This is an optimization exercise on Yosys and OpenROAD, whose aim is small area, a short achievable clock period and few clock cycles per item, not a production implementation.
Only simulation tests tie the RTL to the original design; equivalence was not proved.

==> flow/design.v, too long to show whole: its modules and the start of the top module <==
// module fp32_mul: 84 lines
// module mul24: 983 lines
// module fp32_add: 73 lines
// module ladder4_core: 149 lines
module ladder4_core (
    input  wire        clk,
    input  wire        rst,         
    input  wire        in_valid,
    output wire        in_ready,
    input  wire [31:0] in_x,
    input  wire [31:0] b0,
    input  wire [31:0] b1,
    input  wire [31:0] a1,
    input  wire [31:0] rg,
    input  wire [31:0] wta,
    input  wire [31:0] wtb,
    input  wire [31:0] wtc,
    input  wire [31:0] wtd,
    input  wire [31:0] wte,
    output reg         out_valid,
    output wire [31:0] out_y
);
  // ...
==> flow/run.sh <==
#!/bin/bash
# synth_recipe.tcl (not shown) runs the flow's synth.tcl, then flattens the netlist and writes it again
# the make line also repeats each setting of config.mk as NAME=value (left out here)
make -C /OpenROAD-flow-scripts/flow DESIGN_CONFIG=/design/flow/config.mk WORK_HOME=/design/flow/orfs CLKGATE_MAP_FILE= SYNTH_SCRIPT=/design/flow/synth_recipe.tcl finish
==> flow/config.mk <==
export PLATFORM = sky130hd
export DESIGN_NAME = ladder4_core
export DESIGN_NICKNAME = ladder4_core
export VERILOG_FILES = /design/flow/design.v
export SDC_FILE = /design/flow/constraint.sdc
export NUM_CORES = 4
export LEC_CHECK = 0
export ABC_AREA = 1
export CAP_MARGIN = 20
export CORE_MARGIN = 2
export CORE_UTILIZATION = 40
export SLEW_MARGIN = 20
==> flow/constraint.sdc <==
create_clock -name core_clock -period 30.0 [get_ports {clk}]
set_input_delay 6.0000 -clock core_clock [delete_from_list [all_inputs] [get_ports {clk}]]
set_output_delay 6.0000 -clock core_clock [all_outputs]
set_load 0.01 [all_outputs]
==> reports/results.txt, run 1 <==
Storage cell area - 13900 um^2
Reg2Reg Setup Slack - 17.98 ns
Transition time of the tightest slew-check pin - 1.14 ns
CTS Buf Count - 69
Syn_area_per_cell - 6.96 um^2
Largest register FFs - 48
Leading cell types in the layout, fill and taps excluded - nand2_1 (1667), inv_1 (1037), o21ai_0 (772)
Clock latency on the worst-skew pair - 0.68 ns
Seq cells post-synth - 599
Avg Vias per Cell - 5.80
Post-synthesis instance total - 8005
Xor and xnor fraction of the mapped netlist area - 6.62%
CP Depth - 61
CP max FO - 33
Tapcells - 1794
N_diodes - 3
Leading cell kind - multi-input gates
GP Congestion - 1.04
Prevailing post-synth register cell - dfxtp_1
Slowest CP cell - inv_1
Hold path endpoint - s1[30]$_SDFFE_PP0P_
Met1 WL - 98.8 mm
Die H - 377 um
Reg2Reg Depth - 61
Worst path required time - 30.57 ns
GRT Overall Usage - 33.3%
Post-synth cell types - 76
Top-area cell type share of the netlist area - 14.6%
Top cells by area, synth - dfxtp_1 (15%), nand2_1 (11%), edfxtp_1 (10%), fa_1 (8.9%), inv_1 (7.0%)
CP max stage delay - 0.68 ns
Fraction of registers with async set or reset after synthesis - 0%
Crit end category - flip-flop
Status - timing/DRC/antenna clean
Metal2 WL - 107 mm
Testbench counts, summed over its fixed seeds: cycles 57,824, items 2,048.
==> module fp32_add, before the edit <==
module fp32_add (
    input  wire        clk,
    input  wire [31:0] a,
    input  wire [31:0] b,
    output reg  [31:0] y
);
    wire a_emax = &a[30:23];
    wire b_emax = &b[30:23];
    wire a_fnz  = |a[22:0];
    wire b_fnz  = |b[22:0];
    wire a_nan  = a_emax & a_fnz;
    wire b_nan  = b_emax & b_fnz;
    wire a_inf  = a_emax & ~a_fnz;
    wire b_inf  = b_emax & ~b_fnz;
    wire sub    = a[31] ^ b[31];
    wire        swap = (b[30:0] > a[30:0]);
    wire [31:0] p = swap ? b : a;
    wire [31:0] s = swap ? a : b;
    wire        a_enz = |a[30:23];
    wire        b_enz = |b[30:23];
    wire [7:0]  xa = {a[30:24], a[23] | ~a_enz};
    wire [7:0]  xb = {b[30:24], b[23] | ~b_enz};
    wire [8:0]  dab = {1'b0, xa} - {1'b0, xb};
    wire [8:0]  dba = {1'b0, xb} - {1'b0, xa};
    wire [7:0]  d   = dab[8] ? dba[7:0] : dab[7:0];
    wire [4:0]  dd  = (d > 8'd27) ? 5'd27 : d[4:0];
    wire [7:0]  ep  = swap ? xb : xa;
    wire [23:0] mp = {swap ? b_enz : a_enz, p[22:0]};
    wire [23:0] ms = {swap ? a_enz : b_enz, s[22:0]};
    wire [26:0] ms3  = {ms, 3'b000};
    wire [26:0] al0  = ms3 >> dd;
    wire [26:0] lmsk = ~({27{1'b1}} << dd);
    wire        stk  = |(ms3 & lmsk);
    wire [26:0] al   = {al0[26:1], al0[0] | stk};
    wire [27:0] sum = sub ? ({1'b0, mp, 3'b000} - {1'b0, al}) : ({1'b0, mp, 3'b000} + {1'b0, al});
    reg  [27:0] r_sum;
    reg  [7:0]  r_ep;
    reg         r_sp, r_zs, r_nan, r_inf, r_is;
    always @(posedge clk) begin
        r_sum <= sum;
        r_ep  <= ep;
        r_sp  <= p[31];
        r_zs  <= a[31] & b[31];
        r_nan <= a_nan | b_nan | (a_inf & b_inf & sub);
        r_inf <= a_inf | b_inf;
        r_is  <= a_inf ? a[31] : b[31];
    end
    wire [27:0] mark = (r_ep > 8'd27) ? 28'd0 : (28'h8000000 >> r_ep);
    wire [27:0] lzin = r_sum | mark;
    reg  [4:0]  lz;
    integer i;
    always @* begin
        lz = 5'd27;
        for (i = 0; i < 28; i = i + 1)
            if (lzin[i]) lz = 5'd27 - i[4:0];
    end
    wire [27:0] nrm = r_sum << lz;
    wire [8:0]  ef  = {1'b0, r_ep} - {4'd0, lz} + {8'd0, nrm[27]};
    wire        inc = nrm[3] & ((|nrm[2:0]) | nrm[4]);
    wire [31:0] mag = {ef, nrm[26:4]} + {31'd0, inc};
    always @* begin
        if (r_nan)
            y = 32'h7FC00000;
        else if (r_inf)
            y = {r_is, 8'hFF, 23'd0};
        else if (r_sum == 28'd0)
            y = {r_zs, 31'd0};
        else if (mag[31:23] >= 9'd255)
            y = {r_sp, 8'hFF, 23'd0};
        else
            y = {r_sp, mag[30:0]};
    end
endmodule
==> module ladder4_core, before the edit <==
module ladder4_core (
    input  wire        clk,
    input  wire        rst,         
    input  wire        in_valid,
    output wire        in_ready,
    input  wire [31:0] in_x,
    input  wire [31:0] b0,
    input  wire [31:0] b1,
    input  wire [31:0] a1,
    input  wire [31:0] rg,
    input  wire [31:0] wta,
    input  wire [31:0] wtb,
    input  wire [31:0] wtc,
    input  wire [31:0] wtd,
    input  wire [31:0] wte,
    output reg         out_valid,
    output wire [31:0] out_y
);
    localparam [31:0] K_ONE = 32'h3F800000;
    reg  [31:0] s1, o1, o2, o3, o4;
    reg  [31:0] xr, cr, p, h, q, m, acc, s, drv;
    reg         xf;                      
    reg  [5:0]  c;                       
    reg         dr;                      
    reg         tp;                      
    reg         nx;                      
    assign in_ready = ~xf;
    assign out_y    = acc;
    function [31:0] dbl(input [31:0] v);
        dbl = (v[30:23] != 8'd0) ? v + 32'h00800000 : {v[31], v[29:0], 1'b0};
    endfunction
    function [31:0] half(input [31:0] v);
        half = (v[30:24] != 7'd0) ? v - 32'h00800000 : {v[31], 1'b0, v[30:1]};
    endfunction
    wire [31:0] k4 = dbl(dbl(rg));
    wire accept = in_valid & ~xf;
    reg  [5:0] cn;
    always @* begin
        if (c == 6'd63)       cn = xf ? 6'd32 : 6'd63;
        else if (c == 6'd36)  cn = 6'd0;
        else if (c == 6'd27)  cn = 6'd0;
        else if (dr && c == 6'd7) cn = 6'd63;
        else                  cn = c + 6'd1;
    end
    wire run_n = (cn[5] == 1'b0);
    wire dr_n  = (c == 6'd27) ? ~nx : (cn == 6'd63 ? 1'b0 : dr);
    reg m_o4, m_s1, m_s, m_o1, m_o2, m_o3, m_x;        
    reg h_we, q_we, m_we, am_we;                       
    reg a_one, a_h, a_s, a_acc;                        
    reg b_half, b_negp, b_p, b_q, b_m;                 
    reg drv_we, s1_we, o1_we, o2_we, o3_we, o4_we, aa_we;    
    reg k_b1, k_b0, k_a1, k_wa, k_wb, k_wc, k_wd, k_we, k_drv;    
    always @(posedge clk) begin
        m_o4  <= run_n & ((cn == 6'd0) | (cn == 6'd3) | (cn == 6'd20));
        m_s1  <= run_n & ((cn == 6'd1) | (cn == 6'd4) | (cn == 6'd6));
        m_o1  <= run_n & ((cn == 6'd2) | (cn == 6'd7) | (cn == 6'd11));
        m_o2  <= run_n & ((cn == 6'd8) | (cn == 6'd13) | (cn == 6'd17));
        m_o3  <= run_n & ((cn == 6'd14) | (cn == 6'd19) | (cn == 6'd23));
        m_s   <= run_n & ((cn == 6'd10) | (cn == 6'd16) | (cn == 6'd22));
        m_x   <= (cn == 6'd26) | (cn == 6'd36);
        h_we  <= (cn == 6'd2) | (cn == 6'd8) | (cn == 6'd14) | (cn == 6'd20) | (cn == 6'd27) |
                 (cn == 6'd0 && c == 6'd36);
        q_we  <= (cn == 6'd3) | (cn == 6'd9) | (cn == 6'd15) | (cn == 6'd21);
        m_we  <= (cn == 6'd4) | (cn == 6'd12) | (cn == 6'd18) | (cn == 6'd24);
        am_we <= (cn == 6'd7);
        a_one <= (cn == 6'd0) | (cn == 6'd33);
        a_h   <= (cn == 6'd2) | (cn == 6'd6) | (cn == 6'd12) | (cn == 6'd18) | (cn == 6'd24);
        a_s   <= (cn == 6'd8) | (cn == 6'd14) | (cn == 6'd20) | (cn == 6'd26);
        a_acc <= (cn == 6'd5) | (cn == 6'd13) | (cn == 6'd19) | (cn == 6'd25);
        b_half <= (cn == 6'd0) | (cn == 6'd33);
        b_negp <= (cn == 6'd2);
        b_p   <= (cn == 6'd2) | (cn == 6'd6) | (cn == 6'd12) | (cn == 6'd18) | (cn == 6'd24);
        b_q   <= (cn == 6'd8) | (cn == 6'd14) | (cn == 6'd20) | (cn == 6'd26);
        b_m   <= (cn == 6'd5) | (cn == 6'd13) | (cn == 6'd19) | (cn == 6'd25);
        drv_we <= (cn == 6'd1) | (cn == 6'd34);
        aa_we <= (cn == 6'd6) | (cn == 6'd14) | (cn == 6'd20) | (cn == 6'd26);
        k_b1  <= (cn == 6'd0) | (cn == 6'd6) | (cn == 6'd12) | (cn == 6'd18);
        k_a1  <= (cn == 6'd1) | (cn == 6'd7) | (cn == 6'd13) | (cn == 6'd19);
        k_b0  <= (cn == 6'd3) | (cn == 6'd9) | (cn == 6'd15) | (cn == 6'd21);
        k_we  <= (cn == 6'd2);
        k_wa  <= (cn == 6'd5);
        k_wb  <= (cn == 6'd10);
        k_wc  <= (cn == 6'd16);
        k_wd  <= (cn == 6'd22);
        k_drv <= (cn == 6'd25) | (cn == 6'd35);
        if (rst) begin
            s1_we <= 1'b0; o1_we <= 1'b0; o2_we <= 1'b0; o3_we <= 1'b0; o4_we <= 1'b0;
        end else begin
            s1_we <= (cn == 6'd3) & ~dr_n;
            o1_we <= (cn == 6'd9);
            o2_we <= (cn == 6'd15);
            o3_we <= (cn == 6'd21);
            o4_we <= (cn == 6'd27);
        end
    end
    wire [31:0] ma = ({32{m_o4}} & o4) | ({32{m_s1}} & s1) | ({32{m_s}} & s) |
                     ({32{m_o1}} & o1) | ({32{m_o2}} & o2) | ({32{m_o3}} & o3) |
                     ({32{m_x}} & xr);
    wire [31:0] my;
    fp32_mul u_mul (.clk(clk), .a(ma), .b(cr), .y(my));
    wire [31:0] aa = ({32{a_one}} & K_ONE) | ({32{a_h}} & h) | ({32{a_s}} & s) |
                     ({32{a_acc}} & acc);
    wire [31:0] ab = ({32{b_half}} & half(cr)) | ({32{b_p}} & {p[31] ^ b_negp, p[30:0]}) |
                     ({32{b_q}} & q) | ({32{b_m}} & m);
    wire [31:0] ay;
    fp32_add u_add (.clk(clk), .a(aa), .b(ab), .y(ay));
    wire [31:0] ay_clip = (ay[30:0] > K_ONE[30:0]) ? {ay[31], K_ONE[30:0]} : ay;
    wire [31:0] cr_n = k_b1 ? b1 : k_b0 ? b0 : k_a1 ? a1 : k_wa ? wta : k_wb ? wtb :
                       k_wc ? wtc : k_wd ? wtd : k_we ? wte : k_drv ? drv : k4;
    always @(posedge clk) begin
        p  <= my;
        s  <= ay;
        cr <= cr_n;
        if (h_we) h <= my;
        if (q_we) q <= my;
        if (m_we) m <= my;
        if (am_we)      acc <= my;
        else if (aa_we) acc <= ay;
        if (drv_we) drv <= ay;
        if (accept) xr <= in_x;
    end
    always @(posedge clk) begin
        if (rst) begin
            s1 <= 32'd0; o1 <= 32'd0; o2 <= 32'd0; o3 <= 32'd0; o4 <= 32'd0;
            xf <= 1'b0;
            c  <= 6'd63;
            dr <= 1'b0;
            tp <= 1'b0;
            nx <= 1'b0;
            out_valid <= 1'b0;
        end else begin
            out_valid <= tp && (c == 6'd6);
            if (s1_we) s1 <= ay_clip;
            if (o1_we) o1 <= ay;
            if (o2_we) o2 <= ay;
            if (o3_we) o3 <= ay;
            if (o4_we) o4 <= ay;
            if (accept)
                xf <= 1'b1;
            else if ((c == 6'd26 && !dr) || c == 6'd36)
                xf <= 1'b0;
            if (c == 6'd26) nx <= xf;
            if (c == 6'd27)     tp <= 1'b1;
            else if (c == 6'd7) tp <= 1'b0;
            dr <= dr_n;
            c  <= cn;
        end
    end
endmodule
==> inputs of run 2 (changes only) <==
--- a/flow/design.v
+++ b/flow/design.v
@@ -1082,7 +1082,6 @@
     wire sub    = a[31] ^ b[31];
     wire        swap = (b[30:0] > a[30:0]);
     wire [31:0] p = swap ? b : a;
-    wire [31:0] s = swap ? a : b;
     wire        a_enz = |a[30:23];
     wire        b_enz = |b[30:23];
     wire [7:0]  xa = {a[30:24], a[23] | ~a_enz};
@@ -1090,16 +1089,18 @@
     wire [8:0]  dab = {1'b0, xa} - {1'b0, xb};
     wire [8:0]  dba = {1'b0, xb} - {1'b0, xa};
     wire [7:0]  d   = dab[8] ? dba[7:0] : dab[7:0];
-    wire [4:0]  dd  = (d > 8'd27) ? 5'd27 : d[4:0];
+    wire        dbig = |d[7:5];
     wire [7:0]  ep  = swap ? xb : xa;
-    wire [23:0] mp = {swap ? b_enz : a_enz, p[22:0]};
-    wire [23:0] ms = {swap ? a_enz : b_enz, s[22:0]};
-    wire [26:0] ms3  = {ms, 3'b000};
-    wire [26:0] al0  = ms3 >> dd;
-    wire [26:0] lmsk = ~({27{1'b1}} << dd);
-    wire        stk  = |(ms3 & lmsk);
-    wire [26:0] al   = {al0[26:1], al0[0] | stk};
-    wire [27:0] sum = sub ? ({1'b0, mp, 3'b000} - {1'b0, al}) : ({1'b0, mp, 3'b000} + {1'b0, al});
+    wire [26:0] ma3  = {a_enz, a[22:0], 3'b000};
+    wire [26:0] mb3  = {b_enz, b[22:0], 3'b000};
+    wire [26:0] ala  = dbig ? 27'd0 : (ma3 >> d[4:0]);
+    wire [26:0] alb  = dbig ? 27'd0 : (mb3 >> d[4:0]);
+    wire [26:0] lmsk = dbig ? {27{1'b1}} : ~({27{1'b1}} << d[4:0]);
+    wire        stka = |(ma3 & lmsk);
+    wire        stkb = |(mb3 & lmsk);
+    wire [26:0] al   = swap ? {ala[26:1], ala[0] | stka} : {alb[26:1], alb[0] | stkb};
+    wire [26:0] mp3  = swap ? mb3 : ma3;
+    wire [27:0] sum = sub ? ({1'b0, mp3} - {1'b0, al}) : ({1'b0, mp3} + {1'b0, al});
     reg  [27:0] r_sum;
     reg  [7:0]  r_ep;
     reg         r_sp, r_zs, r_nan, r_inf, r_is;
@@ -1158,7 +1159,7 @@
 );
     localparam [31:0] K_ONE = 32'h3F800000;
     reg  [31:0] s1, o1, o2, o3, o4;
-    reg  [31:0] xr, cr, p, h, q, m, acc, s, drv;
+    reg  [31:0] xr, cr, p, h, acc, s, drv;
     reg         xf;                      
     reg  [5:0]  c;                       
     reg         dr;                      
@@ -1166,13 +1167,10 @@
     reg         nx;                      
     assign in_ready = ~xf;
     assign out_y    = acc;
-    function [31:0] dbl(input [31:0] v);
-        dbl = (v[30:23] != 8'd0) ? v + 32'h00800000 : {v[31], v[29:0], 1'b0};
-    endfunction
-    function [31:0] half(input [31:0] v);
-        half = (v[30:24] != 7'd0) ? v - 32'h00800000 : {v[31], 1'b0, v[30:1]};
-    endfunction
-    wire [31:0] k4 = dbl(dbl(rg));
+    wire        rg_n = |rg[30:23];
+    wire [31:0] t2 = rg_n ? {rg[31], rg[30:23] + 8'd1, rg[22:0]} : {rg[31], rg[29:0], 1'b0};
+    wire [31:0] k4 = rg_n ? {rg[31], rg[30:23] + 8'd2, rg[22:0]} :
+                     rg[22] ? {rg[31], 8'd2, rg[21:0], 1'b0} : {rg[31], rg[28:0], 2'b00};
     wire accept = in_valid & ~xf;
     reg  [5:0] cn;
     always @* begin
@@ -1184,45 +1182,44 @@
     end
     wire run_n = (cn[5] == 1'b0);
     wire dr_n  = (c == 6'd27) ? ~nx : (cn == 6'd63 ? 1'b0 : dr);
-    reg m_o4, m_s1, m_s, m_o1, m_o2, m_o3, m_x;        
-    reg h_we, q_we, m_we, am_we;                       
-    reg a_one, a_h, a_s, a_acc;                        
-    reg b_half, b_negp, b_p, b_q, b_m;                 
+    reg m_o1, m_o2, m_o3, m_o4, m_s1, m_x;             
+    reg h_we, am_we;                                   
+    reg a_one, a_h, a_s, a_acc, b_neg;                 
     reg drv_we, s1_we, o1_we, o2_we, o3_we, o4_we, aa_we;    
-    reg k_b1, k_b0, k_a1, k_wa, k_wb, k_wc, k_wd, k_we, k_drv;    
+    reg k_b1, k_b0, k_a1, k_wa, k_wb, k_wc, k_wd, k_we, k_drv, k_k4;    
+    reg d_t2;                                           
     always @(posedge clk) begin
-        m_o4  <= run_n & ((cn == 6'd0) | (cn == 6'd3) | (cn == 6'd20));
-        m_s1  <= run_n & ((cn == 6'd1) | (cn == 6'd4) | (cn == 6'd6));
-        m_o1  <= run_n & ((cn == 6'd2) | (cn == 6'd7) | (cn == 6'd11));
-        m_o2  <= run_n & ((cn == 6'd8) | (cn == 6'd13) | (cn == 6'd17));
-        m_o3  <= run_n & ((cn == 6'd14) | (cn == 6'd19) | (cn == 6'd23));
-        m_s   <= run_n & ((cn == 6'd10) | (cn == 6'd16) | (cn == 6'd22));
+        m_o4  <= run_n & ((cn == 6'd0) | (cn == 6'd3) | (cn == 6'd24));
+        m_s1  <= run_n & ((cn == 6'd1) | (cn == 6'd4) | (cn == 6'd8));
+        m_o1  <= run_n & ((cn == 6'd6) | (cn == 6'd7) | (cn == 6'd10) | (cn == 6'd11));
+        m_o2  <= run_n & ((cn == 6'd12) | (cn == 6'd13) | (cn == 6'd16) | (cn == 6'd17));
+        m_o3  <= run_n & ((cn == 6'd18) | (cn == 6'd19) | (cn == 6'd22) | (cn == 6'd23));
         m_x   <= (cn == 6'd26) | (cn == 6'd36);
         h_we  <= (cn == 6'd2) | (cn == 6'd8) | (cn == 6'd14) | (cn == 6'd20) | (cn == 6'd27) |
                  (cn == 6'd0 && c == 6'd36);
-        q_we  <= (cn == 6'd3) | (cn == 6'd9) | (cn == 6'd15) | (cn == 6'd21);
-        m_we  <= (cn == 6'd4) | (cn == 6'd12) | (cn == 6'd18) | (cn == 6'd24);
-        am_we <= (cn == 6'd7);
+        am_we <= (cn == 6'd9);
         a_one <= (cn == 6'd0) | (cn == 6'd33);
         a_h   <= (cn == 6'd2) | (cn == 6'd6) | (cn == 6'd12) | (cn == 6'd18) | (cn == 6'd24);
         a_s   <= (cn == 6'd8) | (cn == 6'd14) | (cn == 6'd20) | (cn == 6'd26);
         a_acc <= (cn == 6'd5) | (cn == 6'd13) | (cn == 6'd19) | (cn == 6'd25);
-        b_half <= (cn == 6'd0) | (cn == 6'd33);
-        b_negp <= (cn == 6'd2);
-        b_p   <= (cn == 6'd2) | (cn == 6'd6) | (cn == 6'd12) | (cn == 6'd18) | (cn == 6'd24);
-        b_q   <= (cn == 6'd8) | (cn == 6'd14) | (cn == 6'd20) | (cn == 6'd26);
-        b_m   <= (cn == 6'd5) | (cn == 6'd13) | (cn == 6'd19) | (cn == 6'd25);
+        b_neg <= (cn == 6'd2);
         drv_we <= (cn == 6'd1) | (cn == 6'd34);
+        d_t2  <= (cn == 6'd27) | (cn == 6'd32) | (cn == 6'd36);
         aa_we <= (cn == 6'd6) | (cn == 6'd14) | (cn == 6'd20) | (cn == 6'd26);
         k_b1  <= (cn == 6'd0) | (cn == 6'd6) | (cn == 6'd12) | (cn == 6'd18);
-        k_a1  <= (cn == 6'd1) | (cn == 6'd7) | (cn == 6'd13) | (cn == 6'd19);
         k_b0  <= (cn == 6'd3) | (cn == 6'd9) | (cn == 6'd15) | (cn == 6'd21);
+        k_a1  <= (cn == 6'd5) | (cn == 6'd11) | (cn == 6'd17) | (cn == 6'd23);
         k_we  <= (cn == 6'd2);
-        k_wa  <= (cn == 6'd5);
+        k_wa  <= (cn == 6'd7);
         k_wb  <= (cn == 6'd10);
         k_wc  <= (cn == 6'd16);
         k_wd  <= (cn == 6'd22);
         k_drv <= (cn == 6'd25) | (cn == 6'd35);
+        k_k4  <= ~((cn == 6'd0) | (cn == 6'd6) | (cn == 6'd12) | (cn == 6'd18) |
+                   (cn == 6'd3) | (cn == 6'd9) | (cn == 6'd15) | (cn == 6'd21) |
+                   (cn == 6'd5) | (cn == 6'd11) | (cn == 6'd17) | (cn == 6'd23) |
+                   (cn == 6'd2) | (cn == 6'd7) | (cn == 6'd10) | (cn == 6'd16) |
+                   (cn == 6'd22) | (cn == 6'd25) | (cn == 6'd35));
         if (rst) begin
             s1_we <= 1'b0; o1_we <= 1'b0; o2_we <= 1'b0; o3_we <= 1'b0; o4_we <= 1'b0;
         end else begin
@@ -1233,30 +1230,29 @@
             o4_we <= (cn == 6'd27);
         end
     end
-    wire [31:0] ma = ({32{m_o4}} & o4) | ({32{m_s1}} & s1) | ({32{m_s}} & s) |
-                     ({32{m_o1}} & o1) | ({32{m_o2}} & o2) | ({32{m_o3}} & o3) |
-                     ({32{m_x}} & xr);
+    wire [31:0] ma = ({32{m_o4}} & o4) | ({32{m_s1}} & s1) | ({32{m_o1}} & o1) |
+                     ({32{m_o2}} & o2) | ({32{m_o3}} & o3) | ({32{m_x}} & xr);
     wire [31:0] my;
     fp32_mul u_mul (.clk(clk), .a(ma), .b(cr), .y(my));
     wire [31:0] aa = ({32{a_one}} & K_ONE) | ({32{a_h}} & h) | ({32{a_s}} & s) |
                      ({32{a_acc}} & acc);
-    wire [31:0] ab = ({32{b_half}} & half(cr)) | ({32{b_p}} & {p[31] ^ b_negp, p[30:0]}) |
-                     ({32{b_q}} & q) | ({32{b_m}} & m);
+    wire [31:0] ab = a_one ? drv : {p[31] ^ b_neg, p[30:0]};
     wire [31:0] ay;
     fp32_add u_add (.clk(clk), .a(aa), .b(ab), .y(ay));
     wire [31:0] ay_clip = (ay[30:0] > K_ONE[30:0]) ? {ay[31], K_ONE[30:0]} : ay;
-    wire [31:0] cr_n = k_b1 ? b1 : k_b0 ? b0 : k_a1 ? a1 : k_wa ? wta : k_wb ? wtb :
-                       k_wc ? wtc : k_wd ? wtd : k_we ? wte : k_drv ? drv : k4;
+    wire [31:0] cr_n = ({32{k_b1}} & b1) | ({32{k_b0}} & b0) | ({32{k_a1}} & a1) |
+                       ({32{k_wa}} & wta) | ({32{k_wb}} & wtb) | ({32{k_wc}} & wtc) |
+                       ({32{k_wd}} & wtd) | ({32{k_we}} & wte) | ({32{k_drv}} & drv) |
+                       ({32{k_k4}} & k4);
     always @(posedge clk) begin
         p  <= my;
         s  <= ay;
         cr <= cr_n;
         if (h_we) h <= my;
-        if (q_we) q <= my;
-        if (m_we) m <= my;
         if (am_we)      acc <= my;
         else if (aa_we) acc <= ay;
-        if (drv_we) drv <= ay;
+        if (drv_we)    drv <= ay;
+        else if (d_t2) drv <= t2;
         if (accept) xr <= in_x;
     end
     always @(posedge clk) begin
==> reports/results.txt, run 2 <==
Avg Vias per Cell - 5.82 (was 5.80)
Yosys Warn Count - 3 (unchanged)
Final instance area - 60200 um^2 (was 63100 um^2)
Hold Fails Final Rpt - 0 (unchanged)
Worst path required time - 30.53 ns (was 30.57 ns)
Total Nets Final - 8588 (was 8913)
Leading area contributor after synthesis - dfxtp_1 (unchanged)
RSZ-0062 raised after global routing - no (unchanged)
Total grt overflow - 0 (unchanged)
Transition time of the tightest slew-check pin - 1.12 ns (was 1.14 ns)
Vias in the first global route - 52267 (was 54359)
Top post-synthesis cells by count - nand2_1 (1701), inv_1 (897), o21ai_0 (671) (was nand2_1 (1668), inv_1 (1038), o21ai_0 (772))
Slowest CP cell - nor2_2 (was inv_1)
Period utilization - 36.0% (was 40.1%)
Seq/Total Area, Yosys - 22.6% (was 25.0%)
Max-Cap Viols - 0 (unchanged)
Site row count - 133 (was 136)
IO Port Bufs - 356 (unchanged)
First-pass DRT Iterations - 6 (was 9)
Placed cell count - 9504 (was 9829)
Io pins - 357 (unchanged)
Seq cells post-synth - 535 (was 599)
Critical path arrival - 11.34 ns (was 12.59 ns)
Max-Slew Margin vs Limit - 23.7% (was 23.5%)
Placed cell area - 58000 um^2 (was 60700 um^2)
Initial DRC count - 7046 (was 6865)
CTS Buf Count - 59 (was 69)
Post-synthesis instance total - 7706 (was 8005)
Most flop-heavy register - u_mul.r_prod (unchanged)
Post-CTS Hold Buffers - 0 (unchanged)
CTS sink cnt - 535 (was 599)
Period minus WS final - 10.81 ns (was 12.02 ns)
DR vias - 55997 (was 57735)
Root Driver - clkbuf_16 (unchanged)
Post-synth cell types - 78 (was 76)
Leading cell types in the layout, fill and taps excluded - nand2_1 (1700), inv_1 (896), o21ai_0 (670) (was nand2_1 (1667), inv_1 (1037), o21ai_0 (772))
Fraction of registers with async set or reset after synthesis - 0% (unchanged)
Crit Path Class - flip-flop to flip-flop (unchanged)
Die area - 135000 um^2 (was 142000 um^2)
Largest register FFs - 48 (unchanged)
Final setup violating endpoints - 0 (unchanged)
Crit end category - flip-flop (unchanged)
Proportion of layout cells with a drive suffix above 1 - 6.26% (was 4.66%)
Syn Nets - 8484 (was 8811)
First-pass GRT wire length - 340 mm (was 355 mm)
Netlist Area Pre-Place - 53000 um^2 (was 55700 um^2)
Number of buffers added for setup after CTS - 0 (unchanged)
Top cells by area, synth - dfxtp_1 (15%), nand2_1 (12%), fa_1 (9.4%), edfxtp_1 (7.3%), inv_1 (6.4%) (was dfxtp_1 (15%), nand2_1 (11%), edfxtp_1 (10%), fa_1 (8.9%), inv_1 (7.0%))
CP max stage delay - 0.73 ns (was 0.68 ns)
Worst R2R Start - a_one$_DFF_P_ (was cr[27]$_DFF_P_)
CTS resizes - 0 (unchanged)
Final clock skew - 0.116 ns (was 0.0539 ns)
Clock latency on the worst-skew pair - 0.73 ns (was 0.68 ns)
Filler Cells Inserted - 13485 (was 14095)
Bufs on Longest Clock Path - 3 (unchanged)
Die X - 368 um (was 377 um)
ANT nets after route - 0 (unchanged)
Routed wire length - 231 mm (was 243 mm)
Final std cells w/o fill - 9621 (was 9960)
CTS tree - yes (unchanged)
Syn_area_per_cell - 6.87 um^2 (was 6.96 um^2)
GP Congestion - 1.05 (was 1.04)
Die H - 368 um (was 377 um)
Startpoint types - flip-flop (unchanged)
Top-count cell post-synth - nand2_1 (unchanged)
Worst hold path class - flip-flop to flip-flop (unchanged)
GRT Overall Usage - 33.0% (was 33.3%)
Final Util - 45.8% (about the same)
Fmax - 92.5 MHz (was 83.2 MHz)
Routed len/inst - 24.0 um (was 24.4 um)
Synth-to-layout area growth - 13.6% (was 13.2%)
Initial Util - 40.3% (was 40.4%)
Top-area cell type share of the netlist area - 15.4% (was 14.6%)
Htree depth - 2 (was 3)
Prevailing post-synth register cell - dfxtp_1 (unchanged)
Final routed DRC violation total - 0 (unchanged)
Max-slew violations - 0 (unchanged)
Area of the core - 131000 um^2 (was 138000 um^2)
Min-delay src - s1[30]$_SDFFE_PP0P_ (unchanged)
Initial antenna violation count - 16 (was 21)
Largest net degree at the start of global routing - 81 (was 126)
CP startpoint - a_one$_DFF_P_ (was cr[27]$_DFF_P_)
Post-Route Setup TNS - 0 ns (unchanged)
Status - timing/DRC/antenna clean (unchanged)
Clock transition at the registers of the reported paths - 0.06 ns (about the same)
CP max FO - 34 (was 33)
Post-synth EDFFs - 128 (was 192)
Most common cell after layout, fill and taps aside - nand2_1 (unchanged)
Dpl hpwl - 179 mm (was 187 mm)
## run 2: cell count changes after synthesis, moves of 35 or more
cell / change
edfxtp_1: -64
nand3_1: -70
nand2_2: +36
inv_1: -141
a21oi_1: -91
o21ai_0: -101
a221oi_1: +35
## run 2: per-layer routing
| layer | vias up | GRT usage, % | wire length [um] |
|---|---|---|---|
| met2 | 2959 | 51.3 | 101000 |
| met1 | 26601 | 45.6 | 97900 |
| met4 | 6 | 11.3 | 9540 |
| met5 | - | 0 | 36 |
| li1 | 25919 | - | - |
| met3 | 512 | 6.40 | 22800 |
## run 2: cell type report
type / instances / area, um^2 / area share (%)
Antenna cell: 5 / 12.5 / 0.0208
Inverter: 937 / 3520 / 5.85
Tap cell: 1755 / 2200 / 3.65
Multi-Input combinational cell: 5794 / 35800 / 59.5
Clock buffer: 86 / 1760 / 2.93
Clock inverter: 26 / 382 / 0.634
Sequential cell: 535 / 12000 / 19.9
Timing Repair Buffer: 483 / 4510 / 7.50
## run 2: worst max-delay path: cells and delay by family, from the launching register on
family | cells | cell delay (ns)
and+or+nand+nor | 23 | 3.88
buffers and inverters | 12 | 2.45
AOI/OAI and AO/OA | 8 | 2.17
adders and majority gates | 4 | 1.25
xor gates and xnor gates | 3 | 0.50
DFF | 1 | 0.30
## run 2: kinds of logic after synthesis
family | synth area share (%)
multiplexers | 0.610
buffers and inverters | 10.1
AND/OR/NAND/NOR | 24.9
XOR/XNOR | 7.23
adder cells (fa/ha/maj) | 14.3
AO/OA/AOI/OAI | 20.2
flip-flops | 22.6
## run 2: stage by stage
stage / hold WS [ns] / worst slack (ns)
6_report: 0.455 / 19.19
2_1_floorplan: 0.405 / 22.14
4_1_cts: 0.445 / 19.28
5_1_grt: 0.475 / 18.03
3_5_place_dp: 0.435 / 19.37
3_3_place_gp: 0.430 / 19.48
## run 2: worst paths after layout
kind                                           endpoint  slack (ns)  depth (start not counted)
worst max-delay path            u_add.r_sum[26]$_DFF_P_       19.19                         50
worst min-delay path                s1[30]$_SDFFE_PP0P_        0.45                          2
worst max register to register  u_add.r_sum[26]$_DFF_P_       19.19                         50
worst min register to register      s1[30]$_SDFFE_PP0P_        0.45                          2
Testbench counts of run 2, summed over its fixed seeds: cycles 57,824, items 2,048.
==> inputs of run 3 (changes only) <==
--- a/flow/design.v
+++ b/flow/design.v
@@ -1069,7 +1069,8 @@
     input  wire        clk,
     input  wire [31:0] a,
     input  wire [31:0] b,
-    output reg  [31:0] y
+    output reg  [31:0] y,
+    output wire        gt1       
 );
     wire a_emax = &a[30:23];
     wire b_emax = &b[30:23];
@@ -1088,19 +1089,20 @@
     wire [7:0]  xb = {b[30:24], b[23] | ~b_enz};
     wire [8:0]  dab = {1'b0, xa} - {1'b0, xb};
     wire [8:0]  dba = {1'b0, xb} - {1'b0, xa};
-    wire [7:0]  d   = dab[8] ? dba[7:0] : dab[7:0];
-    wire        dbig = |d[7:5];
     wire [7:0]  ep  = swap ? xb : xa;
     wire [26:0] ma3  = {a_enz, a[22:0], 3'b000};
     wire [26:0] mb3  = {b_enz, b[22:0], 3'b000};
-    wire [26:0] ala  = dbig ? 27'd0 : (ma3 >> d[4:0]);
-    wire [26:0] alb  = dbig ? 27'd0 : (mb3 >> d[4:0]);
-    wire [26:0] lmsk = dbig ? {27{1'b1}} : ~({27{1'b1}} << d[4:0]);
-    wire        stka = |(ma3 & lmsk);
-    wire        stkb = |(mb3 & lmsk);
+    wire        bga  = ~dba[8] & (|dba[7:5]);            
+    wire        bgb  = ~dab[8] & (|dab[7:5]);
+    wire [4:0]  sha  = dba[8] ? 5'd0 : dba[4:0];
+    wire [4:0]  shb  = dab[8] ? 5'd0 : dab[4:0];
+    wire [26:0] ala  = bga ? 27'd0 : (ma3 >> sha);
+    wire [26:0] alb  = bgb ? 27'd0 : (mb3 >> shb);
+    wire        stka = bga ? (|ma3) : |(ma3 & ~({27{1'b1}} << sha));
+    wire        stkb = bgb ? (|mb3) : |(mb3 & ~({27{1'b1}} << shb));
     wire [26:0] al   = swap ? {ala[26:1], ala[0] | stka} : {alb[26:1], alb[0] | stkb};
     wire [26:0] mp3  = swap ? mb3 : ma3;
-    wire [27:0] sum = sub ? ({1'b0, mp3} - {1'b0, al}) : ({1'b0, mp3} + {1'b0, al});
+    wire [27:0] sum = {1'b0, mp3} + ({1'b0, al} ^ {28{sub}}) + {27'd0, sub};
     reg  [27:0] r_sum;
     reg  [7:0]  r_ep;
     reg         r_sp, r_zs, r_nan, r_inf, r_is;
@@ -1126,12 +1128,16 @@
     wire [8:0]  ef  = {1'b0, r_ep} - {4'd0, lz} + {8'd0, nrm[27]};
     wire        inc = nrm[3] & ((|nrm[2:0]) | nrm[4]);
     wire [31:0] mag = {ef, nrm[26:4]} + {31'd0, inc};
+    wire        zsum = (r_sum == 28'd0);
+    wire        fnz  = |nrm[26:4];
+    assign gt1 = r_nan | r_inf |
+                 (~zsum & (ef > 9'd127 | (ef == 9'd127 & (fnz | inc))));
     always @* begin
         if (r_nan)
             y = 32'h7FC00000;
         else if (r_inf)
             y = {r_is, 8'hFF, 23'd0};
-        else if (r_sum == 28'd0)
+        else if (zsum)
             y = {r_zs, 31'd0};
         else if (mag[31:23] >= 9'd255)
             y = {r_sp, 8'hFF, 23'd0};
@@ -1238,8 +1244,9 @@
                      ({32{a_acc}} & acc);
     wire [31:0] ab = a_one ? drv : {p[31] ^ b_neg, p[30:0]};
     wire [31:0] ay;
-    fp32_add u_add (.clk(clk), .a(aa), .b(ab), .y(ay));
-    wire [31:0] ay_clip = (ay[30:0] > K_ONE[30:0]) ? {ay[31], K_ONE[30:0]} : ay;
+    wire        ay_gt1;
+    fp32_add u_add (.clk(clk), .a(aa), .b(ab), .y(ay), .gt1(ay_gt1));
+    wire [31:0] ay_clip = ay_gt1 ? {ay[31], K_ONE[30:0]} : ay;
     wire [31:0] cr_n = ({32{k_b1}} & b1) | ({32{k_b0}} & b0) | ({32{k_a1}} & a1) |
                        ({32{k_wa}} & wta) | ({32{k_wb}} & wtb) | ({32{k_wc}} & wtc) |
                        ({32{k_wd}} & wtd) | ({32{k_we}} & wte) | ({32{k_drv}} & drv) |
==> reports/results.txt, run 3 <==
Max-slew violations - 0 (unchanged)
CP max stage delay - 0.69 ns (was 0.73 ns)
Initial antenna violation count - 15 (was 16)
Largest family of logic cells by synthesized area - simple AND/OR/NAND/NOR gates (unchanged)
Total Nets Final - 8610 (was 8588)
DR vias - 57052 (was 55997)
Post-CTS Hold Buffers - 0 (unchanged)
Post-synthesis instance total - 7714 (was 7706)
Most flop-heavy register - u_mul.r_prod (unchanged)
Top-area cell type share of the netlist area - 15.4% (about the same)
Initial DRC count - 8240 (was 7046)
Top cells by area, synth - dfxtp_1 (15%), nand2_1 (12%), fa_1 (9.4%), edfxtp_1 (7.3%), xor2_1 (6.7%) (was dfxtp_1 (15%), nand2_1 (12%), fa_1 (9.4%), edfxtp_1 (7.3%), inv_1 (6.4%))
Leading area contributor after synthesis - dfxtp_1 (unchanged)
Post-Route Setup TNS - 0 ns (unchanged)
Crit end category - flip-flop (unchanged)
Top-count cell post-synth - nand2_1 (unchanged)
Top post-synthesis cells by count - nand2_1 (1664), inv_1 (931), o21ai_0 (640) (was nand2_1 (1701), inv_1 (897), o21ai_0 (671))
Die X - 368 um (about the same)
Reg2Reg Setup Slack - 20.89 ns (was 19.19 ns)
Post-synth EDFFs - 128 (unchanged)
Root Driver - clkbuf_16 (unchanged)
Die area - 135000 um^2 (about the same)
GP Congestion - 1.07 (was 1.05)
Worst hold path class - flip-flop to flip-flop (unchanged)
IO Port Bufs - 356 (unchanged)
Worst path bufs/invs - 7 (was 12)
Compound-Gate Fraction of Synth Area - 19.6% (was 20.2%)
Yosys Warn Count - 3 (unchanged)
First-pass GRT wire length - 360 mm (was 340 mm)
Crit Path Class - flip-flop to flip-flop (unchanged)
CTS tree - yes (unchanged)
Fraction of registers with async set or reset after synthesis - 0% (unchanged)
Largest net degree at the start of global routing - 74 (was 81)
CTS resizes - 0 (unchanged)
Largest register FFs - 48 (unchanged)
Routed len/inst - 25.8 um (was 24.0 um)
Fmax - 110 MHz (was 92.5 MHz)
Max-Slew Margin vs Limit - 18.7% (was 23.7%)
Clock transition at the registers of the reported paths - 0.06 ns (about the same)
Post-Synth Simple-Gate Area - 24.9% (about the same)
Dpl hpwl - 195 mm (was 179 mm)
Seq/Total Area, Yosys - 22.7% (was 22.6%)
Die H - 368 um (about the same)
Number of buffers added for setup after CTS - 0 (unchanged)
Proportion of layout cells with a drive suffix above 1 - 5.68% (was 6.26%)
Most common cell after layout, fill and taps aside - nand2_1 (unchanged)
Mux share of post-synthesis cell area - 0.532% (was 0.610%)
Vias in the first global route - 52409 (was 52267)
Area of the core - 131000 um^2 (unchanged)
Delay-heaviest family, CP - compound AO/OA/AOI/OAI gates (was simple AND/OR/NAND/NOR gates)
CP max FO - 38 (was 34)
Startpoint types - flip-flop (unchanged)
Netlist Area Pre-Place - 52900 um^2 (was 53000 um^2)
Filler Cells Inserted - 13651 (was 13485)
CTS sink cnt - 535 (unchanged)
RSZ-0062 raised after global routing - no (unchanged)
Worst path required time - 30.58 ns (was 30.53 ns)
Leading cell types in the layout, fill and taps excluded - nand2_1 (1663), inv_1 (929), o21ai_0 (638) (was nand2_1 (1700), inv_1 (896), o21ai_0 (670))
ANT nets after route - 0 (unchanged)
Top cell by count, worst path - nand2_1
Final routed DRC violation total - 0 (unchanged)
Final instance area - 59900 um^2 (was 60200 um^2)
Final clock skew - 0.0952 ns (was 0.116 ns)
Placed cell area - 58000 um^2 (about the same)
Status - timing/DRC/antenna clean (unchanged)
Adder-cell share of the synthesized area - 14.3% (about the same)
First-pass DRT Iterations - 7 (was 6)
Bufs on Longest Clock Path - 3 (unchanged)
Syn_area_per_cell - 6.86 um^2 (was 6.87 um^2)
Total grt overflow - 0 (unchanged)
Period utilization - 30.4% (was 36.0%)
Synth-to-layout area growth - 13.2% (was 13.6%)
Routed wire length - 249 mm (was 231 mm)
Io pins - 357 (unchanged)
Site row count - 133 (unchanged)
Avg Vias per Cell - 5.92 (was 5.82)
Clock latency on the worst-skew pair - 0.72 ns (was 0.73 ns)
Xor and xnor fraction of the mapped netlist area - 7.60% (was 7.23%)
Transition time of the tightest slew-check pin - 1.22 ns (was 1.12 ns)
GRT Overall Usage - 35.4% (was 33.0%)
Initial Util - 40.3% (about the same)
Max-Cap Viols - 0 (unchanged)
Prevailing post-synth register cell - dfxtp_1 (unchanged)
Hold Fails Final Rpt - 0 (unchanged)
Slowest CP cell - nor4_2 (was nor2_2)
Post-synth cell types - 80 (was 78)
Critical path arrival - 9.68 ns (was 11.34 ns)
Htree depth - 2 (unchanged)
Final setup violating endpoints - 0 (unchanged)
Period minus WS final - 9.11 ns (was 10.81 ns)
Seq cells post-synth - 535 (unchanged)
Syn Nets - 8492 (was 8484)
CTS Buf Count - 56 (was 59)
run 3: worst reg2reg max path: cells and delay by family (launching register included):
family / cells / cell delay, ns
AO/OA/AOI/OAI: 13 / 2.92
flip-flops: 1 / 0.34
XOR/XNOR: 1 / 0.14
AND/OR/NAND/NOR: 12 / 2.59
buffers and inverters: 7 / 1.93
adder cells (fa/ha/maj): 4 / 1.04
run 3: cells by family after synthesis:
group	after synthesis
and+or+nand+nor	3088
buffers and inverters	1404
adders and majority gates	455
muxes	28
AOI/OAI and AO/OA	1745
DFF	535
xor gates and xnor gates	459
run 3: final cells by class:
| class | instances | area [um^2] | area share, % |
|---|---|---|---|
| multi-input combinational | 5775 | 35600 | 59.3 |
| sequential | 535 | 12000 | 20.0 |
| timing repair buffer | 491 | 4570 | 7.63 |
| inverter | 973 | 3650 | 6.10 |
| tap | 1755 | 2200 | 3.66 |
| clock buffer | 75 | 1590 | 2.65 |
| clock inverter | 27 | 345 | 0.576 |
| antenna | 5 | 12.5 | 0.0209 |
run 3: metal layers:
layer	GRT usage (%)	up-vias	share of wire [%]
met5	0	-	0.0056
met4	10.9	2	3.8
met3	7.59	484	11
met2	51.7	3511	41
met1	51.8	27085	44
li1	-	25970	-
run 3: through the flow:
stage	setup slack, ns	std cells	hold WS (ns)	util [%]
floorplan	22.43	7714	0.408	-
global placement	21.23	9529	0.434	44.1
detailed placement	21.13	9529	0.439	44.1
CTS	21.09	9631	0.448	45.6
global route	19.80	9633	0.462	45.6
finish	20.89	9636	0.454	45.6
run 3: path summary, 6_finish.rpt:
path / start / end / depth (start not counted)
worst min register to register: s1[30]$_SDFFE_PP0P_ / s1[30]$_SDFFE_PP0P_ / 2
worst min-delay path: s1[30]$_SDFFE_PP0P_ / s1[30]$_SDFFE_PP0P_ / 2
worst max register to register: a_one$_DFF_P_ / u_add.r_sum[26]$_DFF_P_ / 37
worst max-delay path: a_one$_DFF_P_ / u_add.r_sum[26]$_DFF_P_ / 37
Testbench counts of run 3, summed over its fixed seeds: cycles 57,824, items 2,048.
==> inputs of run 4 (changes only) <==
==> flow/flow/run.sh (new file) <==
#!/bin/bash
set -euo pipefail
MARGIN=$(cat flow/margin.txt)
bash standard.sh SETUP_SLACK_MARGIN=$MARGIN finish > standard.log 2>&1
==> flow/flow/margin.txt (new file) <==
21
==> flow/standard.sh (new file) <==
#!/bin/bash
# synth_recipe.tcl (not shown) runs the flow's synth.tcl, then flattens the netlist and writes it again
# the make line also repeats each setting of config.mk as NAME=value (left out here)
make -C /OpenROAD-flow-scripts/flow DESIGN_CONFIG=/design/flow/config.mk WORK_HOME=/design/flow/orfs CLKGATE_MAP_FILE= SYNTH_SCRIPT=/design/flow/synth_recipe.tcl "${@:-finish}"
removed: flow/run.sh
==> reports/results.txt, run 4 <==
Area of the core - 131000 um^2 (unchanged)
Hold Fails Final Rpt - 0 (unchanged)
Syn Nets - 8492 (unchanged)
Prevailing post-synth register cell - dfxtp_1 (unchanged)
Yosys Warn Count - 3 (unchanged)
Fmax - 118 MHz (was 110 MHz)
CTS tree - yes (unchanged)
Die X - 368 um (unchanged)
Post-Route Setup TNS - 0 ns (unchanged)
Max-Cap Viols - 0 (unchanged)
Proportion of layout cells with a drive suffix above 1 - 6.06% (was 5.68%)
Leading cell types in the layout, fill and taps excluded - nand2_1 (1657), inv_1 (926), o21ai_0 (637) (was nand2_1 (1663), inv_1 (929), o21ai_0 (638))
Top cell by count, worst path - nand2_1 (unchanged)
Bufs on Longest Clock Path - 3 (unchanged)
Leading area contributor after synthesis - dfxtp_1 (unchanged)
GP Congestion - 1.07 (unchanged)
Transition time of the tightest slew-check pin - 1.21 ns (was 1.22 ns)
Top post-synthesis cells by count - nand2_1 (1664), inv_1 (931), o21ai_0 (640) (unchanged)
Startpoint types - flip-flop (unchanged)
Io pins - 357 (unchanged)
Crit end category - flip-flop (unchanged)
Die area - 135000 um^2 (unchanged)
Worst hold path class - flip-flop to flip-flop (unchanged)
Clock transition at the registers of the reported paths - 0.06 ns (about the same)
Seq cells post-synth - 535 (unchanged)
Seq/Total Area, Yosys - 22.7% (unchanged)
Slowest CP cell - nand2_1 (was nor4_2)
Top-area cell type share of the netlist area - 15.4% (unchanged)
Avg Vias per Cell - 5.92 (about the same)
First-pass GRT wire length - 360 mm (unchanged)
Netlist Area Pre-Place - 52900 um^2 (unchanged)
Initial antenna violation count - 15 (unchanged)
CP max FO - 29 (was 38)
IO Port Bufs - 356 (unchanged)
CP max stage delay - 0.57 ns (was 0.69 ns)
Filler Cells Inserted - 13646 (was 13651)
Final setup violating endpoints - 0 (unchanged)
Critical path arrival - 9.00 ns (was 9.68 ns)
Vias in the first global route - 52409 (unchanged)
GRT Overall Usage - 35.4% (unchanged)
Initial DRC count - 8362 (was 8240)
Post-synth EDFFs - 128 (unchanged)
Root Driver - clkbuf_16 (unchanged)
Largest net degree at the start of global routing - 74 (unchanged)
Top cells by area, synth - dfxtp_1 (15%), nand2_1 (12%), fa_1 (9.4%), edfxtp_1 (7.3%), xor2_1 (6.7%) (unchanged)
RSZ-0062 raised after global routing - no (unchanged)
Synth-to-layout area growth - 13.6% (was 13.2%)
Period utilization - 28.1% (was 30.4%)
CTS Buf Count - 56 (unchanged)
Most flop-heavy register - u_mul.r_prod (unchanged)
Top-count cell post-synth - nand2_1 (unchanged)
CTS sink cnt - 535 (unchanged)
Status - timing/DRC/antenna clean (unchanged)
Routed len/inst - 25.8 um (about the same)
First-pass DRT Iterations - 9 (was 7)
Period minus WS final - 8.44 ns (was 9.11 ns)
Max-slew violations - 0 (unchanged)
Total Nets Final - 8625 (was 8610)
Site row count - 133 (unchanged)
DR vias - 57170 (was 57052)
Initial Util - 40.3% (unchanged)
Largest register FFs - 48 (unchanged)
Dpl hpwl - 195 mm (unchanged)
Crit Path Class - flip-flop to flip-flop (unchanged)
Fraction of registers with async set or reset after synthesis - 0% (unchanged)
Final clock skew - 0.0982 ns (was 0.0952 ns)
Clock latency on the worst-skew pair - 0.73 ns (was 0.72 ns)
Routed wire length - 249 mm (about the same)
Total grt overflow - 0 (unchanged)
Die H - 368 um (unchanged)
Most common cell after layout, fill and taps aside - nand2_1 (unchanged)
Post-synth cell types - 80 (unchanged)
ANT nets after route - 0 (unchanged)
Syn_area_per_cell - 6.86 um^2 (unchanged)
Final routed DRC violation total - 0 (unchanged)
Worst path required time - 30.56 ns (was 30.58 ns)
Post-synthesis instance total - 7714 (unchanged)
Max-Slew Margin vs Limit - 18.9% (was 18.7%)
Htree depth - 2 (unchanged)
run 4: logic make-up (layout without fill, tap and decap cells):
family	after synthesis	after routing	share of synthesized area, %
compound gates	1745	1745	19.6
flops	535	535	22.7
other cells	0	4	0
xor+xnor	459	459	7.60
mux	28	28	0.532
buf+inv	1404	1580	10.5
simple gates	3088	3089	24.9
fa+ha+maj	455	455	14.3
run 4: what timing repair did:
item	in CTS	in global routing
endpoints found under the setup margin	0	126
setup buffers	0	12
gates resized for setup	0	21
hold buffers	0	0
run 4: layout make-up:
class	instances	area (um^2)	area share, %
Antenna cell	4	10.0	0.0167
Clock buffer	75	1590	2.64
Tap cell	1755	2200	3.65
Timing Repair Buffer	503	4660	7.76
Clock inverter	27	345	0.574
Multi-Input combinational cell	5776	35600	59.3
Sequential cell	535	12000	20.0
Timing Repair inverter	2	10.0	0.0167
Inverter	973	3670	6.11
run 4: through the flow:
step | util (%) | hold slack, ns | std cells | cell area, um^2 | setup slack (ns)
after floorplan | - | 0.408 | 7714 | 52900 | 22.43
after global placement | 44.1 | 0.434 | 9529 | 58000 | 21.23
after detailed placement | 44.1 | 0.439 | 9529 | 58000 | 21.13
after CTS | 45.6 | 0.448 | 9631 | 59900 | 21.09
after global routing | 45.7 | 0.462 | 9648 | 60100 | 20.99
final | 45.7 | 0.451 | 9650 | 60100 | 21.56
run 4: final timing paths:
path,depth (start not counted),slack (ns),end,from
worst min register to register,2,0.45,s1[30]$_SDFFE_PP0P_,s1[30]$_SDFFE_PP0P_
worst max-delay path,32,21.56,u_mul.r_prod[46]$_DFF_P_,cr[3]$_DFF_P_
worst max register to register,32,21.56,u_mul.r_prod[46]$_DFF_P_,cr[3]$_DFF_P_
worst min-delay path,2,0.45,s1[30]$_SDFFE_PP0P_,s1[30]$_SDFFE_PP0P_
run 4: worst max-delay path: cells and delay by family, from the launching register on:
| family | cells | cell delay (ns) |
|---|---|---|
| fa+ha+maj | 6 | 2.82 |
| compound gates | 7 | 2.04 |
| simple gates | 13 | 2.01 |
| buf+inv | 4 | 0.70 |
| xor+xnor | 2 | 0.35 |
| flops | 1 | 0.31 |
run 4: routing by layer:
metal  vias up  GRT usage [%]  routed length, um  share of wire (%)
met3       498           7.59              28100                 11
li1      25978              -                  -                  -
met4         2           10.9               9450                3.8
met2      3560           51.7             104000                 42
met5         -              0                 14             0.0056
met1     27132           51.8             108000                 43
==> inputs of run 5 (changes only) <==
==> flow/flow/margin.txt (replaced) <==
23
==> reports/results.txt, run 5 <==
Largest net degree at the start of global routing - 97 (was 74)
Total Nets Final - 8956 (was 8625)
Leading cell types in the layout, fill and taps excluded - nand2_1 (1556), inv_1 (867), nor2_1 (576) (was nand2_1 (1657), inv_1 (926), o21ai_0 (637))
Most flop-heavy register - u_mul.r_prod (unchanged)
Pre-CTS setup slack - 20.49 ns (was 21.13 ns)
Initial Util - 40.3% (unchanged)
Fmax - 134 MHz (was 118 MHz)
ANT nets after route - 0 (unchanged)
Leading area contributor after synthesis - dfxtp_1 (unchanged)
CTS sink cnt - 535 (unchanged)
GP Congestion - 0.997 (was 1.07)
Period minus WS final - 7.49 ns (was 8.44 ns)
GRT Overall Usage - 36.1% (was 35.4%)
Die area - 135000 um^2 (unchanged)
Max-Cap Viols - 0 (unchanged)
DR vias - 59262 (was 57170)
Top cells by area, synth - dfxtp_1 (15%), nand2_1 (12%), fa_1 (9.4%), edfxtp_1 (7.3%), xor2_1 (6.7%) (unchanged)
CTS tree - yes (unchanged)
Prevailing post-synth register cell - dfxtp_1 (unchanged)
Post-Route Setup TNS - 0 ns (unchanged)
Top-count cell post-synth - nand2_1 (unchanged)
Seq/Total Area, Yosys - 22.7% (unchanged)
Crit Path Class - flip-flop to output pin (was flip-flop to flip-flop)
First-pass DRT Iterations - 9 (unchanged)
Netlist Area Pre-Place - 52900 um^2 (unchanged)
Seq cells post-synth - 535 (unchanged)
Top post-synthesis cells by count - nand2_1 (1664), inv_1 (931), o21ai_0 (640) (unchanged)
Final clock skew - 0.113 ns (was 0.0982 ns)
Initial DRC count - 8177 (was 8362)
Worst hold path class - flip-flop to flip-flop (unchanged)
Max-slew violations - 0 (unchanged)
Final instance area - 68200 um^2 (was 60100 um^2)
Post-synth cell types - 80 (unchanged)
Bufs on Longest Clock Path - 3 (unchanged)
Synth-to-layout area growth - 28.9% (was 13.6%)
Post-synthesis instance total - 7714 (unchanged)
Syn Nets - 8492 (unchanged)
Post-synth EDFFs - 128 (unchanged)
Root Driver - clkbuf_16 (unchanged)
First-pass GRT wire length - 368 mm (was 360 mm)
Routed wire length - 259 mm (was 249 mm)
Yosys Warn Count - 3 (unchanged)
Placed cell area - 58100 um^2 (was 58000 um^2)
Max-Slew Margin vs Limit - 21.1% (was 18.9%)
RSZ-0062 raised after global routing - yes (was no)
Die H - 368 um (unchanged)
Io pins - 357 (unchanged)
Crit end category - output pin (was flip-flop)
Fraction of registers with async set or reset after synthesis - 0% (unchanged)
CP max stage delay - 0.56 ns (was 0.57 ns)
Hold Fails Final Rpt - 0 (unchanged)
Clock transition at the registers of the reported paths - 0.07 ns (was 0.06 ns)
Vias in the first global route - 55146 (was 52409)
CTS Buf Count - 57 (was 56)
Top-area cell type share of the netlist area - 15.4% (unchanged)
Post-CTS Hold Buffers - 0 (unchanged)
Clock latency on the worst-skew pair - 0.71 ns (was 0.73 ns)
Final hold slack - 0.443 ns (was 0.451 ns)
Worst path required time - 24.00 ns (was 30.56 ns)
Area of the core - 131000 um^2 (unchanged)
Critical path arrival - 1.49 ns (was 9.00 ns)
Slowest CP cell - edfxtp_1 (was nand2_1)
Proportion of layout cells with a drive suffix above 1 - 18.1% (was 6.06%)
Cells along the critical path - buf_2
Htree depth - 2 (unchanged)
Startpoint types - flip-flop (unchanged)
Most common cell after layout, fill and taps aside - nand2_1 (unchanged)
Die X - 368 um (unchanged)
Setup ws final - 22.51 ns (was 21.56 ns)
Period utilization - 25.0% (was 28.1%)
Status - timing/DRC/antenna clean (unchanged)
CP max FO - 2 (was 29)
Final routed DRC violation total - 0 (unchanged)
Initial antenna violation count - 9 (was 15)
Largest register FFs - 48 (unchanged)
Delay-heaviest family, CP - flip-flops (was adder cells)
Site row count - 133 (unchanged)
Avg Vias per Cell - 5.94 (was 5.92)
Syn_area_per_cell - 6.86 um^2 (unchanged)
Final setup violating endpoints - 0 (unchanged)
Total grt overflow - 0 (unchanged)
Worst path bufs/invs - 1 (was 4)
Dpl hpwl - 190 mm (was 195 mm)
IO Port Bufs - 356 (unchanged)
Routed len/inst - 25.9 um (was 25.8 um)
Transition time of the tightest slew-check pin - 1.18 ns (was 1.21 ns)
-- run 5: cell counts after synthesis --
Identical to the previous run, type by type.
-- run 5: area by class of cell --
type	count	area, um^2
Fill cell	12865	63300
Multi-Input combinational cell	5784	39600
Sequential cell	535	12000
Timing Repair Buffer	811	8410
Inverter	973	3840
Tap cell	1755	2200
Clock buffer	84	1730
Clock inverter	23	308
Timing Repair inverter	16	104
Antenna cell	4	10.0
-- run 5: routing by layer --
metal	part of all wire [%]	track usage, %
met1	42	50.7
met2	42	53.1
met3	10	7.30
met4	5.5	15.8
met5	0.0066	0
-- run 5: repair_timing --
| item | 4_1_cts | 5_1_grt |
|---|---|---|
| setup buffers | 134 | 166 |
| pin swaps | 122 | 216 |
| gates cloned | 40 | 14 |
| endpoints found under the setup margin | 438 | 443 |
| gates resized for setup | 678 | 722 |
-- run 5: kinds of logic after synthesis --
group           share of synthesized area [%]
simple gates                             24.9
fa+ha+maj                                14.3
compound gates                           19.6
mux                                     0.532
buf+inv                                  10.5
xor+xnor                                 7.60
flops                                    22.7
-- run 5: worst paths after layout --
kind                            slack [ns]                       end                from  depth (start not counted)
worst max-delay path                 22.51                 out_y[31]   acc[31]$_DFFE_PP_                          1
worst min-delay path                  0.44             p[31]$_DFF_P_  u_mul.r_sy$_DFF_P_                          2
worst max register to register       22.86  u_mul.r_prod[44]$_DFF_P_        m_o4$_DFF_P_                         35
worst min register to register        0.44             p[31]$_DFF_P_  u_mul.r_sy$_DFF_P_                          2
-- run 5: per-stage QoR --
stage          std cells  util, %
2_1_floorplan       7714        -
3_3_place_gp        9520     44.2
3_5_place_dp        9520     44.2
4_1_cts             9801     48.5
5_1_grt             9983     51.9
6_report            9985     51.9
==> inputs of run 6 (changes only) <==
--- a/flow/config.mk
+++ b/flow/config.mk
@@ -8,5 +8,6 @@
 export ABC_AREA = 1
 export CAP_MARGIN = 20
 export CORE_MARGIN = 2
-export CORE_UTILIZATION = 40
+export CORE_UTILIZATION = 55
+export PLACE_DENSITY = 0.75
 export SLEW_MARGIN = 20
==> reports/results.txt, run 6 <==
Post-synth EDFFs - 128 (unchanged)
Final std cells w/o fill - 9513 (was 9985)
Critical path arrival - 8.01 ns (was 1.49 ns)
Period minus WS final - 7.51 ns (was 7.49 ns)
First-pass DRT Iterations - 22 (was 9)
Slowest CP cell - fa_1 (was edfxtp_1)
Clock latency on the worst-skew pair - 0.68 ns (was 0.71 ns)
Max-slew violations - 0 (unchanged)
Top post-synthesis cells by count - nand2_1 (1664), inv_1 (931), o21ai_0 (640) (unchanged)
Period utilization - 25.0% (about the same)
Worst path required time - 30.50 ns (was 24.00 ns)
CTS Buf Count - 55 (was 57)
ANT nets after route - 0 (unchanged)
M2 GR Usage - 69.1% (was 53.1%)
Worst path bufs/invs - 11 (was 1)
Yosys Warn Count - 3 (unchanged)
IO Port Bufs - 356 (unchanged)
CP Depth - 31 (was 1)
Most common cell after layout, fill and taps aside - nand2_1 (unchanged)
Bufs on Longest Clock Path - 3 (unchanged)
Largest net degree at the start of global routing - 102 (was 97)
GP Congestion - 1.13 (was 0.997)
Post-synth cell types - 80 (unchanged)
Top-count cell post-synth - nand2_1 (unchanged)
Seq cells post-synth - 535 (unchanged)
Netlist Area Pre-Place - 52900 um^2 (unchanged)
Final routed DRC violation total - 0 (unchanged)
Worst hold path class - flip-flop to flip-flop (unchanged)
Final hold slack - 0.413 ns (was 0.443 ns)
Leading cell types in the layout, fill and taps excluded - nand2_1 (1578), inv_1 (875), nor2_1 (577) (was nand2_1 (1556), inv_1 (867), nor2_1 (576))
Final setup violating endpoints - 0 (unchanged)
Crit Path Class - flip-flop to flip-flop (was flip-flop to output pin)
CP max FO - 12 (was 2)
Prevailing post-synth register cell - dfxtp_1 (unchanged)
Avg Vias per Cell - 6.74 (was 5.94)
Site row count - 113 (was 133)
First-pass GRT wire length - 367 mm (was 368 mm)
Post-synthesis instance total - 7714 (unchanged)
Post-Route Setup TNS - 0 ns (unchanged)
Seq/Total Area, Yosys - 22.7% (unchanged)
Vias in the first global route - 56990 (was 55146)
Reg2Reg Depth - 31 (was 35)
Total grt overflow - 0 (unchanged)
Leading area contributor after synthesis - dfxtp_1 (unchanged)
Initial DRC count - 12170 (was 8177)
Synth-to-layout area growth - 26.6% (was 28.9%)
Clock transition at the registers of the reported paths - 0.07 ns (about the same)
CTS sink cnt - 535 (unchanged)
Area of the core - 95200 um^2 (was 131000 um^2)
Met3 Use GR - 18.2% (was 7.30%)
Top cells by area, synth - dfxtp_1 (15%), nand2_1 (12%), fa_1 (9.4%), edfxtp_1 (7.3%), xor2_1 (6.7%) (unchanged)
Top cell by count, worst path - fa_1
DR vias - 64164 (was 59262)
Proportion of layout cells with a drive suffix above 1 - 16.8% (was 18.1%)
Top-area cell type share of the netlist area - 15.4% (unchanged)
Transition time of the tightest slew-check pin - 1.16 ns (was 1.18 ns)
Htree depth - 2 (unchanged)
Largest register FFs - 48 (unchanged)
Status - timing/DRC/antenna clean (unchanged)
Io pins - 357 (unchanged)
Max-Cap Viols - 0 (unchanged)
Dpl hpwl - 184 mm (was 190 mm)
Die area - 98700 um^2 (was 135000 um^2)
Setup ws final - 22.49 ns (was 22.51 ns)
Initial Util - 55.6% (was 40.3%)
Min-Delay Path Depth - 2 (unchanged)
Root Driver - clkbuf_16 (unchanged)
Max-Slew Margin vs Limit - 22.6% (was 21.1%)
[run 6: routing by layer]
layer  vias to the layer above  wire (um)
li1                      26727          -
met1                     29497      95800
met4                        16      23800
met3                      1777      45600
met2                      6147     105000
met5                         -        296
[run 6: cell families after synthesis]
family          after synthesis  synth area share, %
simple gates               3088                 24.9
compound gates             1745                 19.6
buf+inv                    1404                 10.5
flops                       535                 22.7
xor+xnor                    459                 7.60
fa+ha+maj                   455                 14.3
mux                          28                0.532
[run 6: area by class of cell]
| cell class | count | area (um^2) |
|---|---|---|
| multi-input cells | 5785 | 39100 |
| fillers | 7363 | 28200 |
| flip-flops and latches | 535 | 12000 |
| repair buffers | 824 | 8360 |
| inverters | 973 | 3800 |
| well taps | 1265 | 1580 |
| clock buffers | 74 | 1560 |
| clock inverters | 30 | 425 |
| repair inverters | 15 | 95.1 |
| diodes | 12 | 30.0 |
[run 6: stage by stage]
stage	util (%)	area, um^2
detailed placement	60.3	57400
global route	70.4	67000
floorplan	-	53100
finish	70.4	67000
global placement	60.3	57400
CTS	66.2	63000
[run 6: repair_timing]
action	in CTS	in global routing
resized for setup	632	594
hold buffers	0	0
gates cloned	34	19
pin swaps	104	207
buffers inserted	169	151
endpoints found under the setup margin	428	449
[run 6: path summary, 6_finish.rpt]
check	from	to	slack (ns)
min reg2reg	u_mul.r_sy$_DFF_P_	p[31]$_DFF_P_	0.41
max	m_o4$_DFF_P_	u_mul.r_prod[47]$_DFF_P_	22.49
max reg2reg	m_o4$_DFF_P_	u_mul.r_prod[47]$_DFF_P_	22.49
min	u_mul.r_sy$_DFF_P_	p[31]$_DFF_P_	0.41
[run 6: tightest hold or removal path, delay by kind of cell (launching register included)]
kind / cells / cell delay, ns
flops: 1 / 0.30
buf+inv: 1 / 0.04
simple gates: 1 / 0.05

static timing again, ports no longer ideal:
The flow's constraints put no driver on any port. The routed layouts listed below were extracted and timed again, unchanged, in two steps. Step 1 sets driving cells, clkbuf_16 on the clock port and buf_2 on the other inputs (assumed; they add their load-dependent delay and slew). Step 2 adds t to the input delays and takes it off the output delays; t is the mean of the earliest and latest rising clock arrival at the registers after step 1. Input paths then give back, and output paths get back, about the clock's delay inside the block. Three values: ideal, step 1, step 2; two values: the first two.
run	t (ns)	setup slack, ns	worst setup path after step 2	clock arrival spread, ns
run 1	0.722	17.982 / 17.982 / 17.982	register to register	0.054 / 0.054
run 2	0.744	19.194 / 19.194 / 19.194	register to register	0.115 / 0.116
run 3	0.746	20.890 / 20.890 / 20.890	register to register	0.095 / 0.095
run 4	0.752	21.560 / 21.560 / 21.029	input to register	0.098 / 0.098
run 5	0.740	22.511 / 22.423 / 22.270	input to register	0.113 / 0.113
run 6	0.716	22.490 / 22.466 / 22.112	input to register	0.088 / 0.088
After both steps every run listed still meets setup and hold. The setup slack of run 4, which loses most, moves by 0.000 ns with the drivers and by -0.531 ns with both steps.
